What follows belongs to an exercise in optimizing a design on an open flow for small area, a short achievable clock period and few clock cycles per item; a production flow would make more cautious choices. Only simulation tests tie the RTL to the original design; equivalence was not proved. Power figures rest on the tool's default switching activity, not on a simulated workload.

<file path="design/flow/design.v">
module ubc_enc (
    input  wire        clk,
    input  wire        rst,
    input  wire        start,
    input  wire        in_valid,
    input  wire        in_end,
    input  wire [7:0]  in_data,
    output wire        in_ready,
    output wire        out_valid,
    output wire [20:0] out_data,
    input  wire        out_ready,
    output wire [1:0]  phase,
    output wire [31:0] in_count,
    output wire [31:0] out_count
);
    localparam [1:0] IDLE = 2'd0, BUSY = 2'd1, DONE = 2'd2;
    reg [1:0]  ph;
    reg        ending;        
    reg [1:0]  wcnt;          
    reg        tail;          
    reg        run;           
    reg        rfirst;        
    reg        rpend;         
    reg [7:0]  w0, w1;
    reg        e1;            
    reg [11:0] rc;
    reg        ov;
    reg [15:0] od;
    reg        hv, he;        
    reg [7:0]  hd;
    reg        rdy;           
    reg [31:0] in_cnt, out_cnt;
    function [15:0] u8(input [7:0] b);
        u8 = {8'h04, b};
    endfunction
    function [15:0] u12(input [11:0] n);
        u12 = {8'h4E + {4'd0, n[11:8]}, n[7:0]};
    endfunction
    function [15:0] apack(input [7:0] a, input [7:0] b);
        apack = {8'h5E + {2'd0, a[6], b[6], a[5:2]}, a[1:0], b[5:0]};
    endfunction
    wire busy   = (ph == BUSY);
    wire oflow  = !ov || out_ready;                   
    wire take   = in_valid && in_ready;
    wire xv     = hv || take;                         
    wire xe     = hv ? he : in_end;
    wire [7:0] xd = hv ? hd : in_data;
    wire flush  = busy && ending && !hv && (wcnt != 2'd0 || rpend);
    wire go     = (xv || flush) && oflow;
    wire fend   = xe || flush;                        
    wire newtx  = start && !busy;
    assign in_ready  = rdy;
    assign out_valid = ov;
    assign out_data  = {5'd0, od};
    assign phase     = ph;
    assign in_count  = in_cnt;
    assign out_count = out_cnt;
    wire [7:0] prev = (run || wcnt == 2'd1) ? w0 : w1;
    wire eqp    = (xd == prev);
    wire asc    = !w0[7] && !w1[7];
    wire full   = !run && !tail && wcnt == 2'd2;      
    wire runon  = eqp && rc != 12'd4095;
    wire runst  = eqp && e1;
    reg [15:0] s;
    always @(*) begin
        if (run)
            s = rfirst ? u8(w0) : u12(rc);
        else if (rpend)
            s = u12(12'd3);
        else if (tail)
            s = u12({w0[3:0], w1});
        else if (wcnt == 2'd2 && asc)
            s = apack(w0, w1);
        else if (wcnt == 2'd2 && !fend)
            s = u12({w0, w1[7:4]});
        else
            s = u8(w0);
    end
    reg        emit, n_run, n_first, n_pend, n_tail;
    reg [1:0]  n_wcnt;
    always @(*) begin
        n_first = 1'b0;
        n_pend  = 1'b0;
        if (fend) begin
            emit    = run || rpend || tail || wcnt != 2'd0;
            n_run   = 1'b0;
            n_pend  = run && rfirst;
            n_tail  = 1'b0;
            n_wcnt  = rpend ? wcnt : ((full && !asc) ? 2'd1 : 2'd0);
        end else if (run) begin
            emit    = rfirst || !runon;
            n_run   = runon;
            n_pend  = rfirst && !runon;
            n_tail  = 1'b0;
            n_wcnt  = 2'd1;
        end else if (tail) begin
            emit    = 1'b1;
            n_run   = 1'b0;
            n_tail  = 1'b0;
            n_wcnt  = 2'd1;
        end else if (wcnt != 2'd2) begin
            emit    = rpend;
            n_run   = 1'b0;
            n_tail  = 1'b0;
            n_wcnt  = wcnt + 2'd1;
        end else begin
            emit    = !runst;
            n_run   = runst;
            n_first = 1'b1;
            n_tail  = !runst && !asc;
            n_wcnt  = runst ? 2'd0 : (asc ? 2'd1 : 2'd2);
        end
    end
    wire       ov_n     = (ov && !out_ready) || (go && emit);
    wire       hv_n     = take ? !oflow : (hv && !oflow);
    wire       ending_n = ending || (take && in_end);
    wire       e_emit   = run || rpend || tail || wcnt != 2'd0;
    wire       fin_n    = go ? (fend && !e_emit)
                             : (ending && !hv && wcnt == 2'd0 && !rpend && !(ov && !out_ready));
    always @(posedge clk) begin
        if (rst) begin
            ph  <= IDLE;
            ov  <= 1'b0;
            hv  <= 1'b0;
            rdy <= 1'b0;
        end else if (newtx) begin
            rdy    <= 1'b1;
            ph     <= BUSY;
            ending <= 1'b0;
            wcnt   <= 2'd0;
            tail   <= 1'b0;
            run    <= 1'b0;
            rpend  <= 1'b0;
            hv     <= 1'b0;
            ov     <= 1'b0;
        end else begin
            ov     <= ov_n;
            hv     <= hv_n;
            ending <= ending_n;
            rdy    <= busy && !ending_n && !hv_n;
            if (busy && fin_n)
                ph <= DONE;
            if (go) begin
                run    <= n_run;
                rfirst <= n_first;
                rpend  <= n_pend;
                tail <= n_tail;
                wcnt <= n_wcnt;
            end
        end
    end
    always @(posedge clk) begin
        if (!hv) begin
            he <= in_end;
            hd <= in_data;
        end
        if (go) begin
            od <= s;
            w1 <= xd;
            e1 <= eqp;
            if (wcnt != 2'd1 || run || tail)
                w0 <= (full && !asc) ? w1 : xd;
            rc <= run ? rc + 12'd1 : 12'd3;
        end
    end
    reg inc_o, inc_i;
    always @(posedge clk) begin
        inc_o   <= go && emit && !newtx;
        inc_i   <= take && !in_end;
        in_cnt  <= newtx ? 32'd0 : in_cnt + {31'd0, inc_i};
        out_cnt <= newtx ? 32'd0 : out_cnt + {31'd0, inc_o};
    end
endmodule
module ubc_dec (
    input  wire        clk,
    input  wire        rst,
    input  wire        start,
    input  wire        mode,         
    input  wire        in_valid,
    input  wire        in_end,
    input  wire [20:0] in_data,
    output wire        in_ready,
    output wire        out_valid,
    output wire [7:0]  out_data,
    input  wire        out_ready,
    output wire [1:0]  phase,
    output wire [31:0] idx,
    output wire [31:0] out_count,
    output wire [1:0]  err_kind,
    output wire [31:0] err_idx,
    output wire [6:0]  err_sel
);
    localparam [1:0] IDLE = 2'd0, BUSY = 2'd1, DRAIN = 2'd2, DONE = 2'd3;
    localparam [1:0] C_OTHER = 2'd0, C_U8 = 2'd1, C_U12 = 2'd2, C_A = 2'd3;
    reg [1:0]  st;
    reg        rdy;          
    reg        cmode;
    reg        ending;       
    reg        fv, fe, flb;  
    reg [1:0]  fc;           
    reg [13:0] fp;           
    reg        pv;
    reg [1:0]  pc;           
    reg [31:0] pidx;         
    reg [11:0] P;            
    reg [11:0] S;            
    reg        em;           
    reg        isrun;        
    reg [1:0]  k;            
    reg        plast;        
    reg        addp;         
    reg [31:0] idx_r;
    reg [5:0]  ol0;          
    reg [5:0]  ol1;          
    reg [19:0] ohi;          
    reg        oc0, oc1;     
    reg [1:0]  kind;
    reg [2:0]  c1;
    wire hi0   = (in_data[20:16] == 5'd0);
    wire [6:0] t = in_data[15:9];
    wire is8   = hi0 && in_data[15:8] == 8'h04;
    wire is12  = hi0 && t >= 7'h27 && t <= 7'h2E;
    wire isA   = hi0 && t >= 7'h2F && t <= 7'h4E;
    wire isLB  = hi0 && (in_data[15:0] == 16'h000A || in_data[15:0] == 16'h000D);
    wire [4:0] dA = in_data[13:9] + 5'd17;      
    wire [1:0] cin = isA ? C_A : (is12 ? C_U12 : (is8 ? C_U8 : C_OTHER));
    wire [13:0] pin = {dA[4:3], isA ? dA[2:0] : in_data[11:9] + 3'd1, in_data[8:0]};
    reg dat_r;
    wire [31:0] idx_inc = idx_r + {31'd0, dat_r};
    wire act   = (st == BUSY);
    wire take  = in_valid && rdy;
    wire pgo   = fv && (!em || (out_ready && plast));  
    wire dat   = pgo && !fe && !flb && act;       
    wire lone  = pgo && fe && act && pv;          
    wire xfer  = em && out_ready;
    wire newtx = start && (st == IDLE || st == DONE);
    assign in_ready  = rdy;
    assign out_valid = em;
    assign out_data  = P[11:4];
    assign phase     = st;
    assign idx       = idx_r;
    assign out_count = {ohi, ol1, ol0};
    assign err_kind  = kind;
    assign err_idx   = pidx;
    assign err_sel   = {kind[0], c1, 1'b0, pc};
    wire pair_t3 = pc == C_U12 && fc == C_U12;
    wire pair_rn = pc == C_U8 && fc == C_U12;
    wire pair_p2 = pc == C_U8 && fc == C_U8;
    wire pair_ok = pair_t3 || pair_rn || pair_p2;
    wire f_dat = act && !fe && !flb;
    wire f_tok = f_dat && (pv ? pair_ok : fc == C_A) || act && fe && pv && pc == C_U8;
    wire f_em  = !cmode && f_tok && !(f_dat && pair_rn && fp[11:0] == 12'd0);
    wire f_err = f_dat && pv && !pair_ok;
    wire tok   = pgo && f_tok;
    wire fin   = ending && !fv && !em && !addp && !oc0 && !oc1;
    wire       busy_n   = newtx || ((st == BUSY || st == DRAIN) && !fin);
    wire [1:0] st_n     = newtx ? BUSY : ((st == BUSY || st == DRAIN) ?
                          (fin ? DONE : ((pgo && f_err) ? DRAIN : st)) : st);
    wire       em_n     = !newtx && (pgo ? f_em : (em && !(out_ready && plast)));
    wire       ending_n = newtx ? 1'b0 : (ending || (take && in_end));
    wire       fv_n     = newtx ? 1'b0 : (take || (fv && !pgo));
    always @(posedge clk) begin
        if (rst) begin
            st  <= IDLE;
            em  <= 1'b0;
            rdy <= 1'b0;
            fv  <= 1'b0;
        end else begin
            st  <= st_n;
            em  <= em_n;
            fv  <= fv_n;
            rdy <= busy_n && !ending_n && (!fv_n || !em_n);
        end
    end
    always @(posedge clk) begin
        if (!fv || pgo) begin
            fe  <= in_end;
            flb <= isLB;
            fc  <= cin;
            fp <= pin;
        end
        addp   <= tok && !newtx;
        ending <= ending_n;
        if (newtx) begin
            cmode <= mode;
            pv    <= 1'b0;
        end else if (dat) begin
            pv <= !pv && fc != C_A;
        end else if (lone) begin
            pv <= 1'b0;
        end
        if (newtx) begin
            kind <= 2'd0;
            c1   <= 3'd0;
        end else if (lone && pc != C_U8) begin
            kind <= 2'd2;
        end else if (dat && pv && !pair_ok) begin
            kind <= 2'd1;
            c1   <= (fc == C_A) ? {1'b1, fp[13:12]} : {1'b0, fc};
        end
        if (fv && f_dat && !pv) begin
            pidx <= idx_inc;
            pc   <= fc;
        end else if (fv && fe && act && !(pv && pc != C_U8)) begin
            pidx <= 32'd0;
            pc   <= 2'd0;
        end
        if (dat && !pv)
            P[11:4] <= (fc == C_A) ? {1'b0, fp[13], fp[11:6]} :
                       ((fc == C_U8) ? fp[7:0] : fp[11:4]);
        else if (xfer && !isrun)
            P[11:4] <= {P[3:0], S[11:8]};
        if (dat && (!pv || fc == C_U8))
            P[3:0] <= (fc == C_A) ? {1'b0, fp[12], fp[5:4]} :
                      ((fc == C_U8) ? (pv ? fp[7:4] : 4'd0) : fp[3:0]);
        else if (xfer && !isrun)
            P[3:0] <= S[7:4];
        if (pgo && act) begin
            S     <= fe ? 12'd1 : ((fc == C_U8 || fc == C_A) ? {fp[3:0], 8'd0} : fp[11:0]);
            isrun <= fe || pair_rn;
            k     <= (!fe && pv && pair_t3) ? 2'd2 : 2'd1;
            plast <= fe || (pair_rn && fp[11:0] == 12'd1);
        end else if (xfer) begin
            if (isrun)
                S <= S - 12'd1;
            else
                S <= {S[3:0], 8'd0};
            k     <= k - 2'd1;
            plast <= isrun ? (S == 12'd2) : (k == 2'd1);
        end
    end
    wire [11:0] amt = addp ? (isrun ? S : (k[1] ? 12'd3 : 12'd2)) : 12'd0;
    wire [6:0] s0 = {1'b0, ol0} + {1'b0, amt[5:0]};
    wire [6:0] s1 = {1'b0, ol1} + {1'b0, amt[11:6]} + {6'd0, oc0};
    always @(posedge clk) begin
        dat_r <= dat;
        idx_r <= newtx ? 32'd0 : idx_inc;
        ol0   <= newtx ? 6'd0 : s0[5:0];
        oc0   <= !newtx && s0[6];
        ol1   <= newtx ? 6'd0 : s1[5:0];
        oc1   <= !newtx && s1[6];
        ohi   <= newtx ? 20'd0 : ohi + {19'd0, oc1};
    end
endmodule
module ubc_codec (
    input  wire        clk,
    input  wire        rst,
    input  wire        enc_start,
    input  wire        enc_in_valid,
    input  wire        enc_in_end,
    input  wire [7:0]  enc_in_data,
    output wire        enc_in_ready,
    output wire        enc_out_valid,
    output wire [20:0] enc_out_data,
    input  wire        enc_out_ready,
    output wire [1:0]  enc_phase,
    output wire [31:0] enc_in_count,
    output wire [31:0] enc_out_count,
    input  wire        dec_start,
    input  wire        dec_mode,
    input  wire        dec_in_valid,
    input  wire        dec_in_end,
    input  wire [20:0] dec_in_data,
    output wire        dec_in_ready,
    output wire        dec_out_valid,
    output wire [7:0]  dec_out_data,
    input  wire        dec_out_ready,
    output wire [1:0]  dec_phase,
    output wire [31:0] dec_idx,
    output wire [31:0] dec_out_count,
    output wire [1:0]  dec_err_kind,
    output wire [31:0] dec_err_idx,
    output wire [6:0]  dec_err_sel
);
    ubc_enc u_enc (
        .clk       (clk),
        .rst       (rst),
        .start     (enc_start),
        .in_valid  (enc_in_valid),
        .in_end    (enc_in_end),
        .in_data   (enc_in_data),
        .in_ready  (enc_in_ready),
        .out_valid (enc_out_valid),
        .out_data  (enc_out_data),
        .out_ready (enc_out_ready),
        .phase     (enc_phase),
        .in_count  (enc_in_count),
        .out_count (enc_out_count)
    );
    ubc_dec u_dec (
        .clk       (clk),
        .rst       (rst),
        .start     (dec_start),
        .mode      (dec_mode),
        .in_valid  (dec_in_valid),
        .in_end    (dec_in_end),
        .in_data   (dec_in_data),
        .in_ready  (dec_in_ready),
        .out_valid (dec_out_valid),
        .out_data  (dec_out_data),
        .out_ready (dec_out_ready),
        .phase     (dec_phase),
        .idx       (dec_idx),
        .out_count (dec_out_count),
        .err_kind  (dec_err_kind),
        .err_idx   (dec_err_idx),
        .err_sel   (dec_err_sel)
    );
endmodule
</file>
<file path="design/flow/flow/run.sh">
#!/bin/bash
# Standard layout, with plain buf_1 cells as the port buffers.
set -euo pipefail
export BUFFER_PORTS_ARGS="-buffer_cell sky130_fd_sc_hd__buf_1"
bash standard.sh > standard_flow.log 2>&1
</file>
<file path="design/flow/standard.sh">
#!/bin/bash
# synth_recipe.tcl (not shown) runs the flow's synth.tcl, then flattens the netlist and writes it again
# the make line also repeats each setting of config.mk as NAME=value (left out here)
make -C /OpenROAD-flow-scripts/flow DESIGN_CONFIG=/design/flow/config.mk WORK_HOME=/design/flow/orfs CLKGATE_MAP_FILE= SYNTH_SCRIPT=/design/flow/synth_recipe.tcl "${@:-finish}"
</file>
<file path="design/flow/config.mk">
export PLATFORM = sky130hd
export DESIGN_NAME = ubc_codec
export DESIGN_NICKNAME = ubc_codec
export VERILOG_FILES = /design/flow/design.v
export SDC_FILE = /design/flow/constraint.sdc
export NUM_CORES = 4
export LEC_CHECK = 0
export ABC_CLOCK_PERIOD_IN_PS = 2500
export CAP_MARGIN = 20
export CORE_MARGIN = 2
export CORE_UTILIZATION = 40
export CTS_BUF_LIST = sky130_fd_sc_hd__clkbuf_8
export CTS_CLUSTER_DIAMETER = 50
export CTS_CLUSTER_SIZE = 16
export SETUP_SLACK_MARGIN = 3.5
export SLEW_MARGIN = 20
</file>
<file path="design/flow/constraint.sdc">
create_clock -name core_clock -period 6.0 [get_ports {clk}]
set_input_delay 1.2000 -clock core_clock [delete_from_list [all_inputs] [get_ports {clk}]]
set_output_delay 1.2000 -clock core_clock [all_outputs]
set_load 0.01 [all_outputs]
</file>
==> Implementation_results.wiki, run 1 <==
{| class="wikitable"
! Metric !! Value
|-
| Status || no timing/DRC/antenna violations
|-
| First-pass GRT wire length || ~55,000 microns
|-
| Dominant register cell in the synthesized netlist || dfxtp_1
|-
| Category of the critical setup timing path || reg2out
|-
| FP Rows || 68
|-
| Delay-heaviest family, CP || flip-flops
|-
| Main area contributors after synthesis || edfxtp_1 (29%), dfxtp_1 (23%), nor2_1 (6.2%), xor2_1 (5.2%), xnor2_1 (2.9%)
|-
| Number of library cell types mapped by synthesis || 75
|-
| Number of buffers added on ports || 239
|-
| Layout cell share with drive strength beyond 1 || between 7 and 8%
|-
| Final Hold Vio Count || 0
|-
| Leakage || 5.88 nW
|-
| HPWL after detailed placement || between 20,000 and 25,000 microns
|-
| Pwr per Cell Area || ~240 mW/mm^2
|-
| Setup TNS || 0 ps
|-
| Remaining routing DRC violations || 0
|-
| Number of buffers and inverters on the critical path || 1
|-
| Number of cells on the critical path || 1
|-
| Portion of the clock cycle consumed by the worst path in the final layout || roughly 40%
|-
| Hold crit path type || reg2reg
|-
| Slowest CP cell || edfxtp_1
|-
| GRT Total Usage || about a fifth
|-
| Post-synthesis async set-or-reset flop share || 0%
|-
| # nets final || between 1,500 and 2,000
|-
| Cell Area, Synth || 0.0140 sq mm
|-
| Post-layout instance count excluding filler cells || roughly 2,100
|-
| Setup slack on the worst flop-to-flop path || about 3600 ps
|-
| Measured slew at the worst slew-check pin || 788 ps
|-
| Yosys synthesis warning count || 2
|-
| Fraction of the yosys area taken by sequential cells || 51.6%
|-
| Final global-route overflow total || 0
|-
| Antenna violations before repair || 0
|-
| Kind of end point of the critical path || primary output
|-
| Number of setup violations in the final report || 0
|-
| Fin crit period || between 2000 and 2500 ps
|-
| Area added between synthesis and finish || 14.9%
|-
| Fmax || a little over 400 MHz
|-
| Die footprint || 0.0364 sq mm
|-
| Mean instance size in the synthesized netlist || between 9 and 10 sq um
|-
| Total inserted antenna cells || 0
|-
| Overall die width || 191 microns
|-
| Peak supply drop || 0.179 mV
|-
| Crit path cell chain || buf_1
|-
| Area leader, netlist || edfxtp_1
|-
| Final weighted congestion in routability-driven placement || between 0.8 and 0.9
|-
| Inst Count DP || 2,044
|-
| CTS sink count || roughly 290
|-
| Crit path max fanout || 6
|-
| Average wire length per cell after detail routing || around 16 microns
|-
| Die Y || ~190 microns
|-
| Top-level I/O count || around 250
|-
| Skew-Pair Late Insertion Delay || around 550 ps
|-
| Max Slew Vio Count || 0
|-
| Effective utilization at floorplan || approximately two fifths
|-
| Inserted Clock Buffers || 34
|-
| Vias post-DR || between 10,000 and 15,000
|-
| Worst max-slew margin expressed relative to the limit || 47.3%
|-
| Worst Clk Skew || approximately 35 ps
|-
| Core region area || roughly 0.034 sq mm
|-
| CTS H-tree depth || 2
|-
| Buffer levels on the longest clock path || 3
|-
| Crit path arrival time || 1210 ps
|-
| Cell chosen for the clock root || clkbuf_8
|-
| Vias in the first global route || 10,400
|-
| CTS tree || done
|-
| Critical Path Start Type || flop
|-
| Gate count after technology mapping || 1,414
|-
| Largest incremental delay on the critical path || ~450 ps
|-
| Worst-path clk slew || about 90 ps
|-
| Routed vias/inst || between 5 and 6
|-
| Cells on worst reg2reg path || 10
|-
| Total length of routed wires || 34,700 microns
|-
| Remaining antenna violation count || 0
|-
| Maximum number of pins on one net before global-route repair || just under 70
|-
| Unrepaired setup endpoints after global routing || yes
|-
| MaxCap Viol Count || 0
|-
| Register bit total from synthesis || a little under 300
|-
| First-pass DRT Iterations || 5
|-
| Top-area cell type share of the netlist area || ~29%
|-
| 1st-iter DRT viols || around 720
|-
| Data required time at the worst endpoint || between 4000 and 5000 ps
|-
| Hold-fix buffers at CTS || 0
|-
| Number of enable flip-flop cells after synthesis || 133
|-
| Worst Hold Path Cells || 2
|}
synthesized netlist by cell type, types with 9 or more instances:
| library cell | count |
|---|---|
| xor2_1 | 83 |
| o21ai_0 | 53 |
| and3_1 | 41 |
| or3_1 | 19 |
| and2_1 | 15 |
| a21o_1 | 13 |
| nor2_1 | 232 |
| and4_1 | 15 |
| nand2_1 | 86 |
| xnor2_1 | 46 |
| nand3_1 | 52 |
| nor4_1 | 9 |
| edfxtp_1 | 133 |
| a31oi_1 | 10 |
| dfxtp_1 | 160 |
| a21oi_1 | 72 |
| mux2_2 | 16 |
| inv_1 | 40 |
| nor3_1 | 23 |
| nand4_1 | 28 |
| mux2i_1 | 29 |
| nand2b_1 | 13 |
| nor2b_1 | 15 |
| ha_1 | 31 |
| clkbuf_1 | 45 |
| buf_4 | 15 |
what timing repair did:
item                                    CTS  global route
setup buffers                             5             2
endpoints found under the setup margin   18            60
resized for setup                         4            13
pin swaps                                 0             2
cells in the final DEF (no fill, tap or decap), types with 4 or more instances in the layout:
cell      count
buf_1       235
nor2_1      231
dfxtp_1     159
edfxtp_1    133
nand2_1      86
xor2_1       83
a21oi_1      72
nand3_1      52
o21ai_0      50
xnor2_1      46
inv_1        45
and3_1       41
clkbuf_8     39
ha_1         31
mux2i_1      29
nand4_1      28
nor3_1       20
or3_1        19
nor2b_1      15
and2_1       15
and4_1       14
a21o_1       13
mux2_2       13
nand2b_1     11
buf_4        11
a31oi_1      10
o21ai_1      10
nor4_1        9
a211oi_1      7
o22ai_1       7
nor3_2        6
conb_1        6
a22oi_1       4
o31ai_1       4
mux2_4        4
or2_2         4
layout make-up:
type,count,area [sq um]
Timing Repair Buffer,252,1030
Multi-Input combinational cell,1009,6330
Inverter,43,169
Tap cell,455,569
Clock buffer,39,537
Sequential cell,293,7200
Fill cell,3357,18400
Clock inverter,22,195
registers in the layout, summed over array words and instances (netlist names), 3 cells and up:
name	cells
u_enc.out_cnt	32
u_enc.w0	8
u_dec.pidx	32
u_dec.ol1	6
u_dec.ol0	6
u_enc.w1	8
u_dec.S	12
u_dec.ohi	20
u_dec.fp	14
u_dec.idx_r	32
u_enc.in_cnt	32
u_dec.c1	3
u_enc.od	16
u_enc.hd	8
u_enc.rc	12
u_dec.P	12
metrics by stage:
| stage | total power, mW | instance area [sq um] | utilization (%) | worst slack, ps | hold WS, ps |
|---|---|---|---|---|---|
| final | 3.92 | 16000 | 46.5 | 3590 | 467 |
| after global routing | 4.09 | 16000 | 46.5 | 3370 | 504 |
| after CTS | 3.97 | 15900 | 46.3 | 3440 | 466 |
| after detailed placement | 2.48 | 15200 | 44.0 | 3030 | 452 |
| after global placement | 2.48 | 15200 | 44.0 | 3060 | 448 |
| after floorplan | 2.39 | 14000 | - | 3390 | 440 |
routing by layer:
metal / vias up / GRT usage (%) / routed length (microns)
met2: 297 / 29.8 / 16000
met4: 0 / 4.62 / 607
met5: - / 0 / 0
met3: 43 / 5.12 / 2620
met1: 5128 / 25.1 / 15500
li1: 5385 / - / -
cell families (layout without fill, tap and decap cells):
logic type	after synthesis	after routing	share of synthesized area, %
flip-flops	293	293	51.6
AND/OR/NAND/NOR	586	586	21.0
buffers and inverters	117	356	3.69
multiplexers	46	46	3.48
adder cells (fa/ha/maj)	34	34	3.21
AO/OA/AOI/OAI	208	208	8.89
other	1	6	0.0269
XOR/XNOR	129	129	8.10
report_power, final:
part / switching (mW) / total, mW / leakage (nW) / internal, mW
logic: 0.163 / 0.252 / 2.87 / 0.0885
clock network: 0.801 / 1.48 / 0.385 / 0.678
registers: 0.0534 / 2.19 / 2.62 / 2.13
path summary, 6_finish.rpt:
check                             from                  endpoint
min           u_dec.c1[2]$_SDFFE_PP0P_  u_dec.c1[2]$_SDFFE_PP0P_
max          u_dec.pc[1]$_SDFFCE_PN0P_            dec_err_sel[1]
min reg2reg   u_dec.c1[2]$_SDFFE_PP0P_  u_dec.c1[2]$_SDFFE_PP0P_
max reg2reg      u_dec.isrun$_DFFE_PP_   u_dec.ol0[5]$_SDFF_PP0_
Testbench counts, summed over its fixed seeds: cycles 35,192, items 65,871.
==> run 2, diff against run 1 <==
--- a/design/flow/config.mk
+++ b/design/flow/config.mk
@@ -7,5 +7,5 @@
 export LEC_CHECK = 0
 export ABC_CLOCK_PERIOD_IN_PS = 2500
-export CAP_MARGIN = 20
+export CAP_MARGIN = 5
 export CORE_MARGIN = 2
 export CORE_UTILIZATION = 40
@@ -14,3 +14,3 @@
 export CTS_CLUSTER_SIZE = 16
 export SETUP_SLACK_MARGIN = 3.5
-export SLEW_MARGIN = 20
+export SLEW_MARGIN = 5
==> run 2 against run 1 <==
- sequential share of layout area about the same
- clock skew fell by 1.0 ps
- global-route usage did not move
- synthesized cell count unchanged
- non-clock buffer count shrank 1
- flip-flop and latch count did not move
- register-to-register slack hardly changed
- power about the same
- synthesized area stayed put
- setup slack improved by 0.89 ps
- utilization barely moved
- cell count did not move
- critical path type unchanged
- critical endpoint is now dec_out_count[15]
==> Implementation_results.wiki, run 2 <==
{| class="wikitable"
! Metric !! Value
|-
| Data required time at the worst endpoint || 4800 ps (about the same)
|-
| R2r endpoint || u_dec.ol0[5]$_SDFF_PP0_
|-
| Skew-Pair Late Insertion Delay || 540 ps (about the same)
|-
| Largest incremental delay on the critical path || 440 ps (about the same)
|-
| Crit. Startpoint || u_dec.ohi[3]$_SDFF_PP0_
|-
| Total power consumption of the routed design || 3.92 mW (about the same)
|-
| Post-synthesis async set-or-reset flop share || 0% (unchanged)
|-
| CTS tree || done
|-
| Number of enable flip-flop cells after synthesis || 133 (unchanged)
|-
| Global routing's busiest layer || met2
|-
| Worst Clk Skew || 34.4 ps (-1.01 ps)
|-
| Setup slack on the worst flop-to-flop path || 3600 ps (about the same)
|-
| Cell chosen for the clock root || clkbuf_8
|-
| Vias in the first global route || 10,400 (unchanged)
|-
| Final weighted congestion in routability-driven placement || 0.861 (unchanged)
|-
| Met1 Usage GRT || 25.1% (unchanged)
|-
| Share of synthesized cell area in full adder, half adder and majority cells || 3.21% (unchanged)
|-
| Status || no timing/DRC/antenna violations
|-
| CTS H-tree depth || 2 (unchanged)
|-
| Setup TNS || 0 ps (unchanged)
|-
| Fin crit period || 2410 ps (-0.890 ps)
|-
| Number of cells on the critical path || 1 (unchanged)
|-
| Number of setup violations in the final report || 0 (unchanged)
|-
| Largest family of logic cells by synthesized area || simple AND/OR/NAND/NOR gates
|-
| Portion of the clock cycle consumed by the worst path in the final layout || 40.2% (about the same)
|-
| Kind of end point of the critical path || primary output
|-
| Worst max-slew margin expressed relative to the limit || 46.6% (-0.62 points)
|-
| Worst-path clk slew || 90 ps (about the same)
|-
| Dominant register cell in the synthesized netlist || dfxtp_1
|-
| Layout cell share with drive strength beyond 1 || 7.72% (unchanged)
|-
| Register bit total from synthesis || 293 (unchanged)
|-
| Category of the critical setup timing path || reg2out
|-
| Start of the worst register-to-register path || u_dec.isrun$_DFFE_PP_
|-
| First-pass GRT wire length || 55,300 microns (unchanged)
|-
| Crit path arrival time || 1210 ps (about the same)
|-
| Most used standard cell by instance count after synthesis || nor2_1
|-
| Delay-heaviest family, CP || flip-flops
|-
| Inserted Clock Buffers || 34 (unchanged)
|-
| Maximum number of pins on one net before global-route repair || 68 (unchanged)
|-
| 1st-iter DRT viols || 747 (+3.5%)
|-
| Number of buffers added on ports || 239 (unchanged)
|-
| Area added between synthesis and finish || 14.8%
|-
| Peak supply drop || 0.179 mV (-0.20%)
|-
| Fmax || 414 MHz (about the same)
|-
| Gate count after technology mapping || 1,414 (unchanged)
|-
| Hold crit path type || reg2reg
|-
| Mean instance size in the synthesized netlist || 9.87 sq um (unchanged)
|-
| Leakage || 5.87 nW (-0.15%)
|-
| Leading cell types in the layout, fill and taps excluded || buf_1 (235), nor2_1 (231), dfxtp_1 (159)
|-
| Met3 track demand over resource || 5.12% (unchanged)
|-
| MaxCap Viol Count || 0 (unchanged)
|-
| Total inserted antenna cells || 0 (unchanged)
|-
| Main area contributors after synthesis || edfxtp_1 (29%), dfxtp_1 (23%), nor2_1 (6.2%), xor2_1 (5.2%), xnor2_1 (2.9%)
|-
| Overall die width || 191 microns (unchanged)
|-
| Max Slew Vio Count || 0 (unchanged)
|-
| # nets final || 1,707 (unchanged)
|-
| Final instance area || 0.0160 sq mm (-0.10%)
|-
| Yosys synthesis warning count || 2 (unchanged)
|-
| Vias post-DR || 10,900 (+0.22%)
|-
| Register Area || 0.00720 sq mm (unchanged)
|-
| FP Rows || 68 (unchanged)
|-
| Pwr per Cell Area || 245 mW/mm^2 (about the same)
|-
| Total length of routed wires || 34,900 microns (+0.61%)
|-
| Parity-gate share of the synthesized area counting xor and xnor cells || 8.10% (unchanged)
|-
| Mux cell area share after synthesis || 3.48% (unchanged)
|-
| Combined area of the multi-input logic cells || 0.00634 sq mm (+0.18%)
|-
| # fillers || 3,355 (-0.060%)
|-
| Simple-gate area share of the yosys netlist || 21.0% (unchanged)
|-
| HPWL after detailed placement || 24,600 microns (unchanged)
|-
| Leading cell type in the layout, fill and taps excluded || buf_1
|-
| GRT Total Usage || 18.7% (unchanged)
|-
| Placement-stage cell area || 0.0152 sq mm (unchanged)
|-
| Die footprint || 0.0364 sq mm (unchanged)
|-
| Final global-route overflow total || 0 (unchanged)
|-
| Buffer levels on the longest clock path || 3 (unchanged)
|-
| Effective utilization at floorplan || 40.5% (unchanged)
|-
| Measured slew at the worst slew-check pin || 800 ps (+12.2 ps)
|-
| Critical Path Start Type || flop
|-
| Area leader, netlist || edfxtp_1
|-
| Remaining routing DRC violations || 0 (unchanged)
|-
| Core region area || 0.0345 sq mm (unchanged)
|-
| Remaining antenna violation count || 0 (unchanged)
|-
| Fraction of the yosys area taken by sequential cells || 51.6% (unchanged)
|-
| Die Y || 191 microns (unchanged)
|-
| Average wire length per cell after detail routing || 16.5 microns (+0.61%)
|-
| Top-level I/O count || 246 (unchanged)
|-
| CTS sink count || 293 (unchanged)
|-
| First-pass DRT Iterations || 5 (unchanged)
|-
| Crit path max fanout || 6 (unchanged)
|-
| Cell Area, Synth || 0.0140 sq mm (unchanged)
|-
| Compound-gate portion of the synthesized area || 8.89% (unchanged)
|-
| Routed vias/inst || 5.15 (+0.22%)
|-
| Top-area cell type share of the netlist area || 28.6% (unchanged)
|-
| Slowest CP cell || dfxtp_1
|-
| Antenna violations before repair || 0 (unchanged)
|-
| Hold slack final || 467 ps (+0.0910 ps)
|-
| Crit path cell chain || buf_1
|-
| Number of library cell types mapped by synthesis || 75 (unchanged)
|-
| Cells on worst reg2reg path || 10 (unchanged)
|-
| Critical path endpoint || dec_out_count[15]
|-
| Number of buffers and inverters on the critical path || 1 (unchanged)
|-
| List of most frequent post-synthesis cells || nor2_1 (232), dfxtp_1 (160), edfxtp_1 (133)
|-
| Final Hold Vio Count || 0 (unchanged)
|-
| Global routing usage on met2 || 29.8% (unchanged)
|-
| Unrepaired setup endpoints after global routing || yes
|}
[run 2: repair_timing]
| item | 4_1_cts | 5_1_grt |
|---|---|---|
| cloned | 0 | 1 |
| setup endpoints to repair | 18 | 94 |
| hold buffers | 0 | 0 |
| buffers inserted | 5 | 2 |
| pin swaps | 0 | 2 |
| resized for setup | 4 | 14 |
| hold endpoints to repair | 0 | 0 |
[run 2: layer usage]
metal  vias up  part of all wire [%]
li1       5384                     -
met1      5116                    44
met2       331                    46
met3        46                   7.7
met4         0                   1.7
met5         -                     0
[run 2: power by group]
| group | leakage [nW] | switching, mW | total, mW | internal [mW] |
|---|---|---|---|---|
| clock | 0.385 | 0.800 | 1.48 | 0.678 |
| combinational | 2.86 | 0.164 | 0.252 | 0.0880 |
| sequential | 2.62 | 0.0534 | 2.19 | 2.13 |
[run 2: logic make-up after synthesis]
kind of cell | after synthesis
XOR/XNOR | 129
AND/OR/NAND/NOR | 586
other | 1
multiplexers | 46
AO/OA/AOI/OAI | 208
flip-flops | 293
adder cells (fa/ha/maj) | 34
buffers and inverters | 117
[run 2: cell type report]
cell class / count / share of cell area (%)
Clock buffer: 39 / 3.35
Tap cell: 455 / 3.56
Timing Repair Buffer: 251 / 6.27
Inverter: 43 / 1.05
Sequential cell: 293 / 45.0
Multi-Input combinational cell: 1010 / 39.6
Clock inverter: 22 / 1.22
[run 2: worst min path at each step]
stage	depth (start not counted)	endpoint	from	slack, ps
floorplan	2	u_dec.ending$_DFF_P_	u_dec.ending$_DFF_P_	440
global placement	2	u_dec.c1[2]$_SDFFE_PP0P_	u_dec.c1[2]$_SDFFE_PP0P_	450
detailed placement	2	u_dec.c1[2]$_SDFFE_PP0P_	u_dec.c1[2]$_SDFFE_PP0P_	450
CTS	2	u_dec.c1[2]$_SDFFE_PP0P_	u_dec.c1[2]$_SDFFE_PP0P_	470
global route	2	u_dec.c1[2]$_SDFFE_PP0P_	u_dec.c1[2]$_SDFFE_PP0P_	500
finish	2	u_dec.c1[2]$_SDFFE_PP0P_	u_dec.c1[2]$_SDFFE_PP0P_	470
[run 2: through the flow]
stage	setup WS, ps	cells	util, %
finish	3590	2113	46.5
global route	3370	2113	46.5
CTS	3440	2110	46.3
detailed placement	3030	2044	44.0
global placement	3060	2044	44.0
floorplan	3390	1419	-
==> run 3, diff against run 2 <==
--- a/design/flow/config.mk
+++ b/design/flow/config.mk
@@ -7,5 +7,5 @@
 export LEC_CHECK = 0
 export ABC_CLOCK_PERIOD_IN_PS = 2500
-export CAP_MARGIN = 5
+export CAP_MARGIN = 0
 export CORE_MARGIN = 2
 export CORE_UTILIZATION = 40
@@ -13,4 +13,5 @@
 export CTS_CLUSTER_DIAMETER = 50
 export CTS_CLUSTER_SIZE = 16
+export PLACE_DENSITY = 0.7
 export SETUP_SLACK_MARGIN = 3.5
-export SLEW_MARGIN = 5
+export SLEW_MARGIN = 0
==> run 3 against run 2 <==
- highest routed layer unchanged
- flip-flop and latch count stayed put
- setup slack got worse by 0.70 ps
- critical endpoint is now dec_err_sel[1]
- count of clock-buffer cells in the layout fell by 2
- critical path type unchanged
==> Implementation_results.wiki, run 3 <==
{| class="wikitable"
! Metric !! Value
|-
| Status || no timing/DRC/antenna violations
|-
| Crit path max fanout || 6 (unchanged)
|-
| Final weighted congestion in routability-driven placement || 0.869 (+0.93%)
|-
| Buffer levels on the longest clock path || 3 (unchanged)
|-
| Pwr per Cell Area || 246 mW/mm^2 (+0.55%)
|-
| Crit. Startpoint || u_dec.pc[1]$_SDFFCE_PN0P_
|-
| Critical Path Start Type || flop
|-
| Kind of end point of the critical path || primary output
|-
| CTS H-tree depth || 2 (unchanged)
|-
| Number of enable flip-flop cells after synthesis || 133 (unchanged)
|-
| Start of the worst register-to-register path || u_dec.st[1]$_SDFFE_PP0P_
|-
| Main area contributors after synthesis || edfxtp_1 (29%), dfxtp_1 (23%), nor2_1 (6.2%), xor2_1 (5.2%), xnor2_1 (2.9%)
|-
| Final Worst Setup Slack || 3590 ps (-0.700 ps)
|-
| Total length of routed wires || 34,000 microns (-2.8%)
|-
| Worst-path clk slew || 80 ps (about the same)
|-
| CTS sink count || 293 (unchanged)
|-
| # fillers || 3,257 (-2.9%)
|-
| Crit path arrival time || 1210 ps (about the same)
|-
| Met1 Usage GRT || 24.6% (-0.53 points)
|-
| Inst Count DP || 2,045 (+0.049%)
|-
| First-pass GRT wire length || 53,600 microns (-3.1%)
|-
| Antenna violations before repair || 0 (unchanged)
|-
| Die Y || 191 microns (unchanged)
|-
| Mean instance size in the synthesized netlist || 9.87 sq um (unchanged)
|-
| Slowest CP cell || edfxtp_1
|-
| Hold crit path type || reg2reg
|-
| Worst max-slew margin expressed relative to the limit || 46.9% (+0.29 points)
|-
| Dominant register cell in the synthesized netlist || dfxtp_1
|-
| Leakage || 5.87 nW (+0.10%)
|-
| Leading cell type in the layout, fill and taps excluded || buf_1
|-
| MaxCap Viol Count || 0 (unchanged)
|-
| Die footprint || 0.0364 sq mm (unchanged)
|-
| Total power consumption of the routed design || 3.94 mW (+0.69%)
|-
| Fmax || 414 MHz (about the same)
|-
| Placement-stage cell area || 0.0152 sq mm (about the same)
|-
| Remaining routing DRC violations || 0 (unchanged)
|-
| Cells on worst reg2reg path || 6 (-4)
|-
| Setup TNS || 0 ps (unchanged)
|-
| Post-synthesis async set-or-reset flop share || 0% (unchanged)
|-
| Top-level I/O count || 246 (unchanged)
|-
| Vias in the first global route || 10,300 (-0.42%)
|-
| Number of buffers added on ports || 239 (unchanged)
|-
| Average wire length per cell after detail routing || 16.0 microns (-3.0%)
|-
| Peak supply drop || 0.163 mV (-8.6%)
|-
| Final global-route overflow total || 0 (unchanged)
|-
| Hold slack final || 474 ps (+7.04 ps)
|-
| R2r endpoint || u_dec.fv$_SDFF_PP0_
|-
| Number of library cell types mapped by synthesis || 75 (unchanged)
|-
| Number of buffers and inverters on the critical path || 1 (unchanged)
|-
| Global routing usage on met2 || 28.1% (-1.8 points)
|-
| DP Worst Slack || 3040 ps (+9.16 ps)
|-
| Gate count after technology mapping || 1,414 (unchanged)
|-
| Total inserted antenna cells || 0 (unchanged)
|-
| Cell chosen for the clock root || clkbuf_8
|-
| FP Rows || 68 (unchanged)
|-
| Maximum number of pins on one net before global-route repair || 68 (unchanged)
|-
| Skew-Pair Late Insertion Delay || 540 ps (about the same)
|-
| Cell Area, Synth || 0.0140 sq mm (unchanged)
|-
| First-pass DRT Iterations || 5 (unchanged)
|-
| Combined area of the multi-input logic cells || 0.00634 sq mm (unchanged)
|-
| Layout cell share with drive strength beyond 1 || 8.18% (+0.46 points)
|-
| Top-area cell type share of the netlist area || 28.6% (unchanged)
|-
| Met3 track demand over resource || 3.72% (-1.4 points)
|-
| Portion of the clock cycle consumed by the worst path in the final layout || 40.2% (about the same)
|-
| Global routing's busiest layer || met2
|-
| Worst Clk Skew || 26.6 ps (-7.75 ps)
|-
| Yosys synthesis warning count || 2 (unchanged)
|-
| 1st-iter DRT viols || 690 (-7.6%)
|-
| Register Area || 0.00720 sq mm (unchanged)
|-
| Max Slew Vio Count || 0 (unchanged)
|-
| Final Hold Vio Count || 0 (unchanged)
|-
| HPWL after detailed placement || 24,200 microns (-1.6%)
|-
| Crit path cell chain || clkbuf_2
|-
| Overall die width || 191 microns (unchanged)
|-
| Register bit total from synthesis || 293 (unchanged)
|-
| Inserted Clock Buffers || 35 (+2.9%)
|-
| Area added between synthesis and finish || 14.9%
|-
| Routed vias/inst || 5.22 (+1.5%)
|-
| Setup slack on the worst flop-to-flop path || 3650 ps (+50 ps)
|-
| Final instance area || 0.0160 sq mm (+0.13%)
|-
| Final Core Density || 46.5% (+0.062 points)
|-
| Fraction of the yosys area taken by sequential cells || 51.6% (unchanged)
|-
| List of most frequent post-synthesis cells || nor2_1 (232), dfxtp_1 (160), edfxtp_1 (133)
|-
| Effective utilization at floorplan || 40.5% (unchanged)
|-
| Measured slew at the worst slew-check pin || 793 ps (-7.28 ps)
|-
| Remaining antenna violation count || 0 (unchanged)
|-
| Core region area || 0.0345 sq mm (unchanged)
|-
| Number of cells on the critical path || 1 (unchanged)
|-
| Vias post-DR || 11,100 (+1.6%)
|-
| Critical path endpoint || dec_err_sel[1]
|-
| Area leader, netlist || edfxtp_1
|-
| Category of the critical setup timing path || reg2out
|-
| Number of setup violations in the final report || 0 (unchanged)
|-
| Largest incremental delay on the critical path || 490 ps (+50 ps)
|-
| Delay-heaviest family, CP || flip-flops
|-
| GRT Total Usage || 18.0% (-0.71 points)
|-
| CTS tree || done
|-
| Leading cell types in the layout, fill and taps excluded || buf_1 (236), nor2_1 (231), dfxtp_1 (159)
|-
| Post-layout instance count excluding filler cells || 2,117 (+0.19%)
|-
| # nets final || 1,709 (+0.12%)
|-
| Most used standard cell by instance count after synthesis || nor2_1
|-
| Data required time at the worst endpoint || 4800 ps (about the same)
|-
| Unrepaired setup endpoints after global routing || yes
|-
| Fin crit period || 2410 ps (+0.700 ps)
|}
==> run 3: worst min-delay path by stage <==
stage	start	endpoint	slack [ps]	depth (start not counted)
after floorplan	u_dec.ending$_DFF_P_	u_dec.ending$_DFF_P_	440	2
after CTS	u_dec.c1[2]$_SDFFE_PP0P_	u_dec.c1[2]$_SDFFE_PP0P_	480	2
after global routing	u_enc.rdy$_SDFF_PP0_	u_enc.inc_i$_DFF_P_	510	2
after detailed placement	u_dec.c1[2]$_SDFFE_PP0P_	u_dec.c1[2]$_SDFFE_PP0P_	470	2
final	u_dec.c1[2]$_SDFFE_PP0P_	u_dec.c1[2]$_SDFFE_PP0P_	470	2
after global placement	u_dec.ending$_DFF_P_	u_dec.ending$_DFF_P_	460	2
==> run 3: logic make-up (layout without fill, tap and decap cells) <==
group / Yosys count / count (layout) / share of synthesized area, %
AOI/OAI and AO/OA: 208 / 208 / 8.89
xor gates and xnor gates: 129 / 129 / 8.10
adders and majority gates: 34 / 34 / 3.21
buffers and inverters: 117 / 359 / 3.69
DFF: 293 / 293 / 51.6
muxes: 46 / 46 / 3.48
other: 1 / 6 / 0.0269
and+or+nand+nor: 586 / 587 / 21.0
==> run 3: power by group <==
| group | internal [mW] | total (mW) | switching (mW) |
|---|---|---|---|
| logic | 0.0861 | 0.251 | 0.164 |
| clock network | 0.676 | 1.51 | 0.832 |
| registers | 2.13 | 2.19 | 0.0516 |
==> run 3: what timing repair did <==
| action | 4_1_cts | 5_1_grt |
|---|---|---|
| resized for setup | 1 | 17 |
| hold buffers | 0 | 0 |
| pin swaps | 0 | 1 |
| setup endpoints to repair | 3 | 106 |
| buffers inserted | 1 | 6 |
| cloned | 0 | 1 |
==> run 3: metal layers <==
layer	up-vias	routed length (microns)
met1	5221	15500
met5	-	0
met2	356	15200
met3	70	2210
met4	0	1050
li1	5409	-
==> run 3: final cells by class <==
cell class / instances / area share [%]
clock buffers: 37 / 3.18
clock inverters: 27 / 1.57
inverters: 43 / 1.05
multi-input cells: 1010 / 39.5
flip-flops and latches: 293 / 44.9
well taps: 455 / 3.55
repair buffers: 252 / 6.23
==> run 3: tightest hold or removal path: cells and delay by family, from the launching register on <==
kind,cells,cell delay [ps]
AO/OA/AOI/OAI,1,50
flip-flops,1,330
AND/OR/NAND/NOR,1,50
==> run 4, diff against run 3 <==
--- a/design/flow/config.mk
+++ b/design/flow/config.mk
@@ -14,4 +14,4 @@
 export CTS_CLUSTER_SIZE = 16
 export PLACE_DENSITY = 0.7
-export SETUP_SLACK_MARGIN = 3.5
+export SETUP_SLACK_MARGIN = 3.65
 export SLEW_MARGIN = 0
==> run 4 against run 3 <==
- still clean
- setup slack improved by 24 ps
- fmax rose by 1.0%
- clock skew rose by 8.5 ps
- hold slack improved by 4.0 ps
- sequential share of layout area fell by 0.66 points
==> Implementation_results.wiki, run 4 <==
{| class="wikitable"
! Metric !! Value
|-
| Largest incremental delay on the critical path || 460 ps (-30 ps)
|-
| Fraction of the yosys area taken by sequential cells || 51.6% (unchanged)
|-
| Final global-route overflow total || 0 (unchanged)
|-
| Setup slack on the worst flop-to-flop path || 3660 ps (about the same)
|-
| Inserted Clock Buffers || 35 (unchanged)
|-
| Global routing usage on met2 || 30.1% (+2.0 points)
|-
| Core region area || 0.0345 sq mm (unchanged)
|-
| Mean instance size in the synthesized netlist || 9.87 sq um (unchanged)
|-
| Leakage || 6.53 nW (+11%)
|-
| Critical Path Start Type || flop
|-
| CTS H-tree depth || 2 (unchanged)
|-
| Crit path arrival time || 1190 ps (-20 ps)
|-
| Met1 Usage GRT || 24.9% (+0.30 points)
|-
| Dominant register cell in the synthesized netlist || dfxtp_1
|-
| Power share of the sequential group || 53.7% (-1.7 points)
|-
| Hold crit path type || reg2reg
|-
| Kind of end point of the critical path || primary output
|-
| Final weighted congestion in routability-driven placement || 0.869 (about the same)
|-
| Area leader, netlist || edfxtp_1
|-
| Placement-stage cell area || 0.0152 sq mm (+0.31%)
|-
| Start of the worst register-to-register path || u_dec.fe$_DFFE_PN_
|-
| Delay-heaviest family, CP || flip-flops
|-
| Maximum number of pins on one net before global-route repair || 68 (unchanged)
|-
| Inst Count DP || 2,044 (-0.049%)
|-
| Overall die width || 191 microns (unchanged)
|-
| Power Internal || 3.01 mW (+4.0%)
|-
| Layout cell share with drive strength beyond 1 || 22.9% (+15 points)
|-
| Main area contributors after synthesis || edfxtp_1 (29%), dfxtp_1 (23%), nor2_1 (6.2%), xor2_1 (5.2%), xnor2_1 (2.9%)
|-
| Most used standard cell by instance count after synthesis || nor2_1
|-
| FP Rows || 68 (unchanged)
|-
| 1st-iter DRT viols || 817 (+18%)
|-
| Startpoint of the lowest-slack hold path || u_dec.c1[2]$_SDFFE_PP0P_
|-
| CTS tree || done
|-
| Status || no timing/DRC/antenna violations
|-
| Area added between synthesis and finish || 19.3%
|-
| Leading cell type in the layout, fill and taps excluded || nor2_1
|-
| Yosys synthesis warning count || 2 (unchanged)
|-
| Gate count after technology mapping || 1,414 (unchanged)
|-
| Crit. Startpoint || u_enc.od[6]$_DFFE_PP_
|-
| First-pass DRT Iterations || 6 (+1)
|-
| Slowest CP cell || edfxtp_1
|-
| Routed vias/inst || 5.27 (+0.93%)
|-
| Max Slew Vio Count || 0 (unchanged)
|-
| Cell chosen for the clock root || clkbuf_8
|-
| Hold-fix buffers at CTS || 0 (unchanged)
|-
| Worst max-slew margin expressed relative to the limit || 27.9% (-19 points)
|-
| Cell Area, Synth || 0.0140 sq mm (unchanged)
|-
| Post-synthesis async set-or-reset flop share || 0% (unchanged)
|-
| Portion of the clock cycle consumed by the worst path in the final layout || 39.8% (-0.40 points)
|-
| Fmax || 419 MHz (+1.0%)
|-
| Skew-Pair Late Insertion Delay || 570 ps (+30 ps)
|-
| Total inserted antenna cells || 0 (unchanged)
|-
| Die footprint || 0.0364 sq mm (unchanged)
|-
| Worst-path clk slew || 90 ps (about the same)
|-
| Effective utilization at floorplan || 40.5% (unchanged)
|-
| Leading cell types in the layout, fill and taps excluded || nor2_1 (229), edfxtp_1 (133), buf_1 (117)
|-
| Top-level I/O count || 246 (unchanged)
|-
| Pwr per Cell Area || 244 mW/mm^2 (-0.81%)
|-
| Post-layout instance count excluding filler cells || 2,131 (+0.66%)
|-
| Number of buffers added on ports || 239 (unchanged)
|-
| Fraction of power spent switching nets || 25.8% (-0.74 points)
|-
| Number of setup violations in the final report || 0 (unchanged)
|-
| Antenna violations before repair || 0 (unchanged)
|-
| Measured slew at the worst slew-check pin || 1080 ps (+285 ps)
|-
| Crit path cell chain || clkbuf_2
|-
| Number of library cell types mapped by synthesis || 75 (unchanged)
|-
| Met3 track demand over resource || 3.61% (-0.11 points)
|-
| Remaining routing DRC violations || 0 (unchanged)
|-
| Proportion of power drawn by the clock network || 39.7% (+1.5 points)
|-
| Crit path max fanout || 1 (-5)
|-
| Register bit total from synthesis || 293 (unchanged)
|-
| Worst Clk Skew || 35.1 ps (+8.48 ps)
|-
| Remaining antenna violation count || 0 (unchanged)
|-
| Number of enable flip-flop cells after synthesis || 133 (unchanged)
|-
| HPWL after detailed placement || 24,900 microns (+3.0%)
|-
| Unrepaired setup endpoints after global routing || yes
|-
| Die Y || 191 microns (unchanged)
|-
| Setup TNS || 0 ps (unchanged)
|-
| Peak supply drop || 0.155 mV (-4.8%)
|-
| Final instance area || 0.0166 sq mm (+3.8%)
|-
| GRT Total Usage || 18.7% (+0.65 points)
|-
| Psw || 1.05 mW (+0.13%)
|-
| Data required time at the worst endpoint || 4800 ps (about the same)
|-
| Fin crit period || 2390 ps (-23.9 ps)
|-
| Average wire length per cell after detail routing || 16.4 microns (+2.5%)
|-
| Share of total power in combinational logic || 6.5% (about the same)
|-
| Vias post-DR || 11,200 (+1.6%)
|-
| Category of the critical setup timing path || reg2out
|-
| Buffer levels on the longest clock path || 3 (unchanged)
|-
| First-pass GRT wire length || 55,100 microns (+2.8%)
|-
| Final Hold Vio Count || 0 (unchanged)
|-
| List of most frequent post-synthesis cells || nor2_1 (232), dfxtp_1 (160), edfxtp_1 (133)
|-
| CTS sink count || 293 (unchanged)
|-
| MaxCap Viol Count || 0 (unchanged)
|-
| Total length of routed wires || 35,000 microns (+3.1%)
|-
| Vias in the first global route || 10,600 (+2.6%)
|-
| Number of buffers and inverters on the critical path || 1 (unchanged)
|-
| Global routing's busiest layer || met2
|-
| # nets final || 1,724 (+0.88%)
|-
| Top-area cell type share of the netlist area || 28.6% (unchanged)
|}
-- run 4: stage by stage --
stage	worst slack (ps)	hold WS (ps)	power, mW	util, %
CTS	3560	485	4.11	47.3
detailed placement	3030	470	2.49	44.1
global route	3510	503	4.23	48.3
finish	3610	478	4.06	48.3
global placement	3070	451	2.48	44.1
floorplan	3400	440	2.40	-
-- run 4: kinds of logic (layout without fill, tap and decap cells) --
kind of cell / Yosys count / count (layout) / share of synthesized area [%]
mux: 46 / 46 / 3.48
xor+xnor: 129 / 129 / 8.10
fa+ha+maj: 34 / 34 / 3.21
simple gates: 586 / 586 / 21.0
other cells: 1 / 6 / 0.0269
flops: 293 / 293 / 51.6
compound gates: 208 / 208 / 8.89
buf+inv: 117 / 374 / 3.69
-- run 4: worst paths after layout --
kind | depth (start not counted) | end
worst max-delay path | 1 | enc_out_data[6]
worst min-delay path | 2 | u_dec.c1[2]$_SDFFE_PP0P_
worst max register to register | 4 | u_dec.pidx[28]$_SDFFCE_PN0P_
worst min register to register | 2 | u_dec.c1[2]$_SDFFE_PP0P_
-- run 4: layer usage --
| layer | routed length (microns) | up-vias | part of all wire [%] |
|---|---|---|---|
| met5 | 0 | - | 0 |
| met4 | 967 | 0 | 2.8 |
| met1 | 15400 | 5335 | 44 |
| met2 | 16300 | 400 | 47 |
| met3 | 2320 | 67 | 6.6 |
| li1 | - | 5431 | - |
-- run 4: power groups by stage --
| stage | combinational (mW) | clock (mW) | sequential [mW] |
|---|---|---|---|
| floorplan | 0.185 | 0 | 2.21 |
| global placement | 0.243 | 0 | 2.24 |
| detailed placement | 0.249 | 0 | 2.24 |
| CTS | 0.256 | 1.67 | 2.19 |
| global route | 0.298 | 1.74 | 2.19 |
| finish | 0.266 | 1.61 | 2.18 |
-- run 4: layout make-up --
cell class                      count  area, sq um
Tap cell                          455          569
Clock inverter                     26          293
Clock buffer                       37          509
Fill cell                        3196        17800
Timing Repair Buffer              268         1310
Sequential cell                   293         7360
Multi-Input combinational cell   1009         6430
Inverter                           43          171
-- run 4: worst reg2reg max path, cell delays in order, from the launching register on --
cell	delay [ps]
edfxtp_1	760
nor2b_1	150
nor2_1	110
a21oi_1	70
nor2_4	850
-- run 4: what timing repair did --
action                                 CTS  global route
setup buffers                           10            14
pin swaps                                0             6
gates resized for setup                158           117
setup endpoints to repair              171           254
cloned                                   0             0
endpoints found under the hold margin    0             0
==> run 5, diff against run 4 <==
--- a/design/flow/config.mk
+++ b/design/flow/config.mk
@@ -6,5 +6,5 @@
 export NUM_CORES = 4
 export LEC_CHECK = 0
-export ABC_CLOCK_PERIOD_IN_PS = 2500
+export ABC_CLOCK_PERIOD_IN_PS = 2400
 export CAP_MARGIN = 0
 export CORE_MARGIN = 2
@@ -14,4 +14,4 @@
 export CTS_CLUSTER_SIZE = 16
 export PLACE_DENSITY = 0.7
-export SETUP_SLACK_MARGIN = 3.65
+export SETUP_SLACK_MARGIN = 3.7
 export SLEW_MARGIN = 0
==> run 5 against run 4 <==
- final area is 14% higher
- critical path depth stayed put
- clock skew is 1.2 ps lower
- count of clock-buffer cells in the layout is 5 lower
- sequential share of layout area is 4.9 points lower
- register-to-register slack better by 20 ps
- flip-flop and latch count stayed put
- power is 1.8% lower
- fmax is 1.7% lower
- via count is 11% higher
- clock power is 6% lower
- combinational power is 11% higher
- critical endpoint is now enc_out_data[12]
- highest routed layer is now met5
==> Implementation_results.wiki, run 5 <==
{| class="wikitable"
! Metric !! Value
|-
| Inserted Clock Buffers || 31 (-11%)
|-
| Top-area cell type share of the netlist area || 28.6% (unchanged)
|-
| CTS sink count || 293 (unchanged)
|-
| Crit path max fanout || 1 (unchanged)
|-
| Maximum number of pins on one net before global-route repair || 73 (+7.4%)
|-
| Worst Clk Skew || 33.9 ps (-1.19 ps)
|-
| 1st-iter DRT viols || 984 (+20%)
|-
| DP Worst Slack || 3020 ps (-7.95 ps)
|-
| Vias in the first global route || 12,000 (+13%)
|-
| Total length of routed wires || 41,800 microns (+19%)
|-
| Most used standard cell by instance count after synthesis || nor2_1
|-
| Cell chosen for the clock root || clkbuf_8
|-
| Measured slew at the worst slew-check pin || 719 ps (-360 ps)
|-
| Top-level I/O count || 246 (unchanged)
|-
| Layout cell share with drive strength beyond 1 || 36.3% (+13 points)
|-
| Category of the critical setup timing path || reg2out
|-
| MaxCap Viol Count || 0 (unchanged)
|-
| Number of buffers and inverters on the critical path || 1 (unchanged)
|-
| Final weighted congestion in routability-driven placement || 0.914 (+5.1%)
|-
| Delay-heaviest family, CP || flip-flops
|-
| Area leader, netlist || edfxtp_1
|-
| Average wire length per cell after detail routing || 18.2 microns (+11%)
|-
| Total inserted antenna cells || 0 (unchanged)
|-
| Status || no timing/DRC/antenna violations
|-
| Crit path cell chain || clkbuf_2
|-
| Fmax || 412 MHz (-1.7%)
|-
| # nets final || 1,886 (+9.4%)
|-
| FP Rows || 68 (unchanged)
|-
| Hold-fix buffers at CTS || 0 (unchanged)
|-
| Number of library cell types mapped by synthesis || 75 (unchanged)
|-
| Final Hold Vio Count || 0 (unchanged)
|-
| Final Worst Setup Slack || 3570 ps (-40.5 ps)
|-
| Max Slew Vio Count || 0 (unchanged)
|-
| Main area contributors after synthesis || edfxtp_1 (29%), dfxtp_1 (23%), nor2_1 (6.2%), xor2_1 (5.2%), xnor2_1 (2.9%)
|-
| Register bit total from synthesis || 293 (unchanged)
|-
| Antenna violations before repair || 1 (+1)
|-
| Routed vias/inst || 5.44 (+3.2%)
|-
| Largest incremental delay on the critical path || 460 ps (about the same)
|-
| Remaining antenna violation count || 0 (unchanged)
|-
| CTS tree || done
|-
| Final Core Density || 55.1% (+6.7 points)
|-
| Core region area || 0.0345 sq mm (unchanged)
|-
| Pwr per Cell Area || 210 mW/mm^2 (-14%)
|-
| Peak supply drop || 0.196 mV (+26%)
|-
| Hold slack final || 477 ps (-0.638 ps)
|-
| First-pass DRT Iterations || 6 (unchanged)
|-
| Worst max-slew margin expressed relative to the limit || 52.1% (+24 points)
|-
| HPWL after detailed placement || 25,200 microns (+1.0%)
|-
| Portion of the clock cycle consumed by the worst path in the final layout || 40.5% (+0.68 points)
|-
| Unrepaired setup endpoints after global routing || yes
|-
| Setup TNS || 0 ps (unchanged)
|-
| Kind of end point of the critical path || primary output
|-
| Critical Path Start Type || flop
|-
| Yosys synthesis warning count || 2 (unchanged)
|-
| Leading cell type in the layout, fill and taps excluded || nor2_1
|-
| Number of buffers added on ports || 239 (unchanged)
|-
| Overall die width || 191 microns (unchanged)
|-
| Vias post-DR || 12,500 (+11%)
|-
| First-pass GRT wire length || 61,900 microns (+12%)
|-
| CTS H-tree depth || 1 (-1)
|-
| Gate count after technology mapping || 1,414 (unchanged)
|-
| Number of enable flip-flop cells after synthesis || 133 (unchanged)
|-
| Die footprint || 0.0364 sq mm (unchanged)
|-
| Skew-Pair Late Insertion Delay || 640 ps (+70 ps)
|-
| Die Y || 191 microns (unchanged)
|-
| Fin crit period || 2430 ps (+40.5 ps)
|-
| List of most frequent post-synthesis cells || nor2_1 (232), dfxtp_1 (160), edfxtp_1 (133)
|-
| Fraction of the yosys area taken by sequential cells || 51.6% (unchanged)
|-
| Dominant register cell in the synthesized netlist || dfxtp_1
|-
| # fillers || 2,808 (-12%)
|-
| Leakage || 7.85 nW (+20%)
|-
| Mean instance size in the synthesized netlist || 9.87 sq um (unchanged)
|-
| Cell Area, Synth || 0.0140 sq mm (unchanged)
|-
| Slowest CP cell || edfxtp_1
|-
| Placement-stage cell area || 0.0152 sq mm (about the same)
|-
| Final global-route overflow total || 0 (unchanged)
|-
| Data required time at the worst endpoint || 4800 ps (about the same)
|-
| Worst-path clk slew || 90 ps (about the same)
|-
| Leading cell types in the layout, fill and taps excluded || nor2_1 (229), buf_4 (191), buf_6 (141)
|-
| Area added between synthesis and finish || 36.0%
|-
| GRT Total Usage || 21.2% (+2.5 points)
|-
| Post-synthesis async set-or-reset flop share || 0% (unchanged)
|-
| Crit path arrival time || 1230 ps (+40 ps)
|-
| Final instance area || 0.0190 sq mm (+14%)
|-
| Remaining routing DRC violations || 0 (unchanged)
|-
| Effective utilization at floorplan || 40.5% (unchanged)
|-
| Hold crit path type || reg2reg
|-
| Buffer levels on the longest clock path || 3 (unchanged)
|-
| Number of setup violations in the final report || 0 (unchanged)
|}
run 5: cell count changes in the layout (fill, tap and decap cells not counted), sizes merged:
cell,before,now
clkinvlp,5,2
clkinv,6,4
inv,54,59
buf,214,386
clkbuf,91,79
nor2,232,233
bufinv,4,3
run 5: cells by family after synthesis:
group / count (synthesis) / share of synthesized area [%]
adders and majority gates: 34 / 3.21
DFF: 293 / 51.6
and+or+nand+nor: 586 / 21.0
muxes: 46 / 3.48
AOI/OAI and AO/OA: 208 / 8.89
buffers and inverters: 117 / 3.69
xor gates and xnor gates: 129 / 8.10
other: 1 / 0.0269
run 5: timing repair:
item,CTS,global route
cloned,1,0
buffers inserted,137,53
endpoints found under the hold margin,0,0
setup endpoints to repair,291,283
resized for setup,494,91
pin swaps,3,16
run 5: area by class of cell:
| cell class | count | area (sq um) | area share [%] |
|---|---|---|---|
| Sequential cell | 293 | 7450 | 39.3 |
| Tap cell | 455 | 569 | 3.00 |
| Inverter | 43 | 174 | 0.917 |
| Timing Repair Buffer | 433 | 3480 | 18.4 |
| Multi-Input combinational cell | 1010 | 6570 | 34.6 |
| Clock inverter | 25 | 283 | 1.49 |
| Clock buffer | 32 | 440 | 2.32 |
run 5: per-layer routing:
| layer | up-vias | wire length [microns] | global-route usage (%) |
|---|---|---|---|
| li1 | 5748 | - | - |
| met1 | 5953 | 16000 | 25.4 |
| met2 | 615 | 20400 | 36.7 |
| met3 | 142 | 3450 | 3.81 |
| met4 | 2 | 1910 | 9.75 |
| met5 | - | 12 | 0 |
run 5: report_power, final:
part / switching, mW / internal, mW / total (mW)
clock: 0.836 / 0.678 / 1.51
combinational: 0.180 / 0.115 / 0.294
sequential: 0.0573 / 2.12 / 2.18
total: 1.07 / 2.92 / 3.99
run 5: worst paths after layout:
path | from | to | slack (ps) | cells after the start
setup / recovery | u_enc.od[12]$_DFFE_PP_ | enc_out_data[12] | 3570 | 1
hold / removal | u_dec.c1[2]$_SDFFE_PP0P_ | u_dec.c1[2]$_SDFFE_PP0P_ | 480 | 2
setup reg to reg | u_dec.dat_r$_DFF_P_ | u_dec.pidx[30]$_SDFFCE_PN0P_ | 3680 | 8
hold reg to reg | u_dec.c1[2]$_SDFFE_PP0P_ | u_dec.c1[2]$_SDFFE_PP0P_ | 480 | 2
run 5: per-stage QoR:
step | total power [mW] | instances
after floorplan | 2.40 | 1419
after global placement | 2.48 | 2043
after detailed placement | 2.49 | 2043
after CTS | 3.98 | 2238
after global routing | 4.12 | 2291
final | 3.99 | 2291
==> run 6, diff against run 5 <==
--- a/design/flow/config.mk
+++ b/design/flow/config.mk
@@ -6,5 +6,5 @@
 export NUM_CORES = 4
 export LEC_CHECK = 0
-export ABC_CLOCK_PERIOD_IN_PS = 2400
+export ABC_CLOCK_PERIOD_IN_PS = 2500
 export CAP_MARGIN = 0
 export CORE_MARGIN = 2
@@ -14,4 +14,4 @@
 export CTS_CLUSTER_SIZE = 16
 export PLACE_DENSITY = 0.7
-export SETUP_SLACK_MARGIN = 3.7
+export SETUP_SLACK_MARGIN = 3.6
 export SLEW_MARGIN = 0
==> run 6 against run 5 <==
- power shrank 2.3%
- critical path depth is the same
- count of clock-buffer cells in the layout grew 5
- still clean on timing, DRC and antenna
- non-clock buffer count shrank 174
- wire length shrank 17%
- cell count shrank 7.3%
- via count shrank 10%
- clock power shrank 4%
- utilization shrank 8.0 points
- sequential power is essentially flat
- fmax grew 3.6%
==> Implementation_results.wiki, run 6 <==
{| class="wikitable"
! Metric !! Value
|-
| Mean instance size in the synthesized netlist || 9.87 sq um (unchanged)
|-
| Placement-stage cell area || 0.0152 sq mm (-0.26%)
|-
| Inserted Clock Buffers || 35 (+13%)
|-
| Buffer levels on the longest clock path || 3 (unchanged)
|-
| Slowest CP cell || edfxtp_1
|-
| Portion of the clock cycle consumed by the worst path in the final layout || 39.1% (-1.4 points)
|-
| 1st-iter DRT viols || 720 (-27%)
|-
| Status || no timing/DRC/antenna violations
|-
| Cell chosen for the clock root || clkbuf_8
|-
| Top-level I/O count || 246 (unchanged)
|-
| Critical Path Start Type || flop
|-
| Fraction of power spent switching nets || 26.1% (-0.85 points)
|-
| Vias post-DR || 11,200 (-10%)
|-
| R2r endpoint || u_enc.w0[2]$_DFFE_PP_
|-
| Inst Count DP || 2,044 (+0.049%)
|-
| Final weighted congestion in routability-driven placement || 0.876 (-4.1%)
|-
| Pwr per Cell Area || 240 mW/mm^2 (+14%)
|-
| Power Internal || 2.88 mW (-1.2%)
|-
| Routed vias/inst || 5.26 (-3.2%)
|-
| Worst max-slew margin expressed relative to the limit || 45.2% (-6.9 points)
|-
| Hold slack final || 468 ps (-9.82 ps)
|-
| Number of library cell types mapped by synthesis || 75 (unchanged)
|-
| Final global-route overflow total || 0 (unchanged)
|-
| Number of setup violations in the final report || 0 (unchanged)
|-
| FP Rows || 68 (unchanged)
|-
| Effective utilization at floorplan || 40.5% (unchanged)
|-
| Kind of end point of the critical path || primary output
|-
| Crit path cell chain || buf_1
|-
| Total inserted antenna cells || 0 (unchanged)
|-
| Die footprint || 0.0364 sq mm (unchanged)
|-
| Post-layout instance count excluding filler cells || 2,123 (-7.3%)
|-
| Gate count after technology mapping || 1,414 (unchanged)
|-
| Fin crit period || 2350 ps (-83.7 ps)
|-
| Crit. Startpoint || u_enc.od[7]$_DFFE_PP_
|}
==> run 6: cell count changes in the layout (fill, tap and decap cells not counted), moves of 4 or more <==
cell | previous run | this run
buf_4 | 191 | 18
buf_1 | 47 | 207
buf_6 | 141 | 1
dfxtp_1 | 16 | 113
dfxtp_2 | 114 | 47
clkbuf_2 | 47 | 14
dfxtp_4 | 30 | 0
buf_2 | 6 | 17
inv_8 | 7 | 1
clkbuf_8 | 32 | 37
nand3_1 | 48 | 52
nand3_2 | 4 | 0
xor2_1 | 79 | 83
xor2_2 | 4 | 0
==> run 6: what timing repair did <==
action                                 in CTS  in global routing
setup endpoints to repair                  75                111
cloned                                      0                  1
endpoints found under the hold margin       0                  0
resized for setup                          45                 58
setup buffers                               6                  9
pin swaps                                   0                  4
==> run 6: worst reg2reg max path: stages (launching register included) <==
cell	delay, ps
dfxtp_2	440
and4bb_2	460
and2_1	240
o21ai_4	110
nor2_1	660
==> run 6: power groups by stage <==
stage | registers (mW) | clock network [mW] | logic, mW
after global routing | 2.19 | 1.58 | 0.288
final | 2.19 | 1.45 | 0.258
after floorplan | 2.21 | 0 | 0.183
after detailed placement | 2.23 | 0 | 0.247
after CTS | 2.19 | 1.50 | 0.252
after global placement | 2.23 | 0 | 0.241
==> run 6: cells by family after synthesis <==
logic type / share of synthesized area [%]
simple gates: 21.0
compound gates: 8.89
flops: 51.6
other cells: 0.0269
mux: 3.48
buf+inv: 3.69
fa+ha+maj: 3.21
xor+xnor: 8.10
==> run 6: layout make-up <==
| type | count | area (sq um) |
|---|---|---|
| clock buffers | 37 | 509 |
| clock inverters | 26 | 211 |
| fillers | 3256 | 18200 |
| inverters | 43 | 169 |
| multi-input cells | 1010 | 6400 |
| flip-flops and latches | 293 | 7260 |
| well taps | 455 | 569 |
| repair buffers | 259 | 1120 |
==> run 6: routing by layer <==
| metal | wire [microns] | GRT usage [%] | vias up |
|---|---|---|---|
| li1 | - | - | 5411 |
| met1 | 15500 | 24.6 | 5335 |
| met2 | 16100 | 29.1 | 358 |
| met3 | 2190 | 3.29 | 70 |
| met4 | 899 | 6.53 | 0 |
| met5 | 0 | 0 | - |
==> run 6: worst min path at each step <==
stage | from | to | cells after the start
floorplan | u_dec.ending$_DFF_P_ | u_dec.ending$_DFF_P_ | 2
global placement | u_dec.c1[2]$_SDFFE_PP0P_ | u_dec.c1[2]$_SDFFE_PP0P_ | 2
detailed placement | u_dec.c1[2]$_SDFFE_PP0P_ | u_dec.c1[2]$_SDFFE_PP0P_ | 2
CTS | u_dec.c1[2]$_SDFFE_PP0P_ | u_dec.c1[2]$_SDFFE_PP0P_ | 2
global route | u_enc.out_cnt[31]$_SDFF_PP0_ | u_enc.out_cnt[31]$_SDFF_PP0_ | 2
finish | u_dec.c1[2]$_SDFFE_PP0P_ | u_dec.c1[2]$_SDFFE_PP0P_ | 2
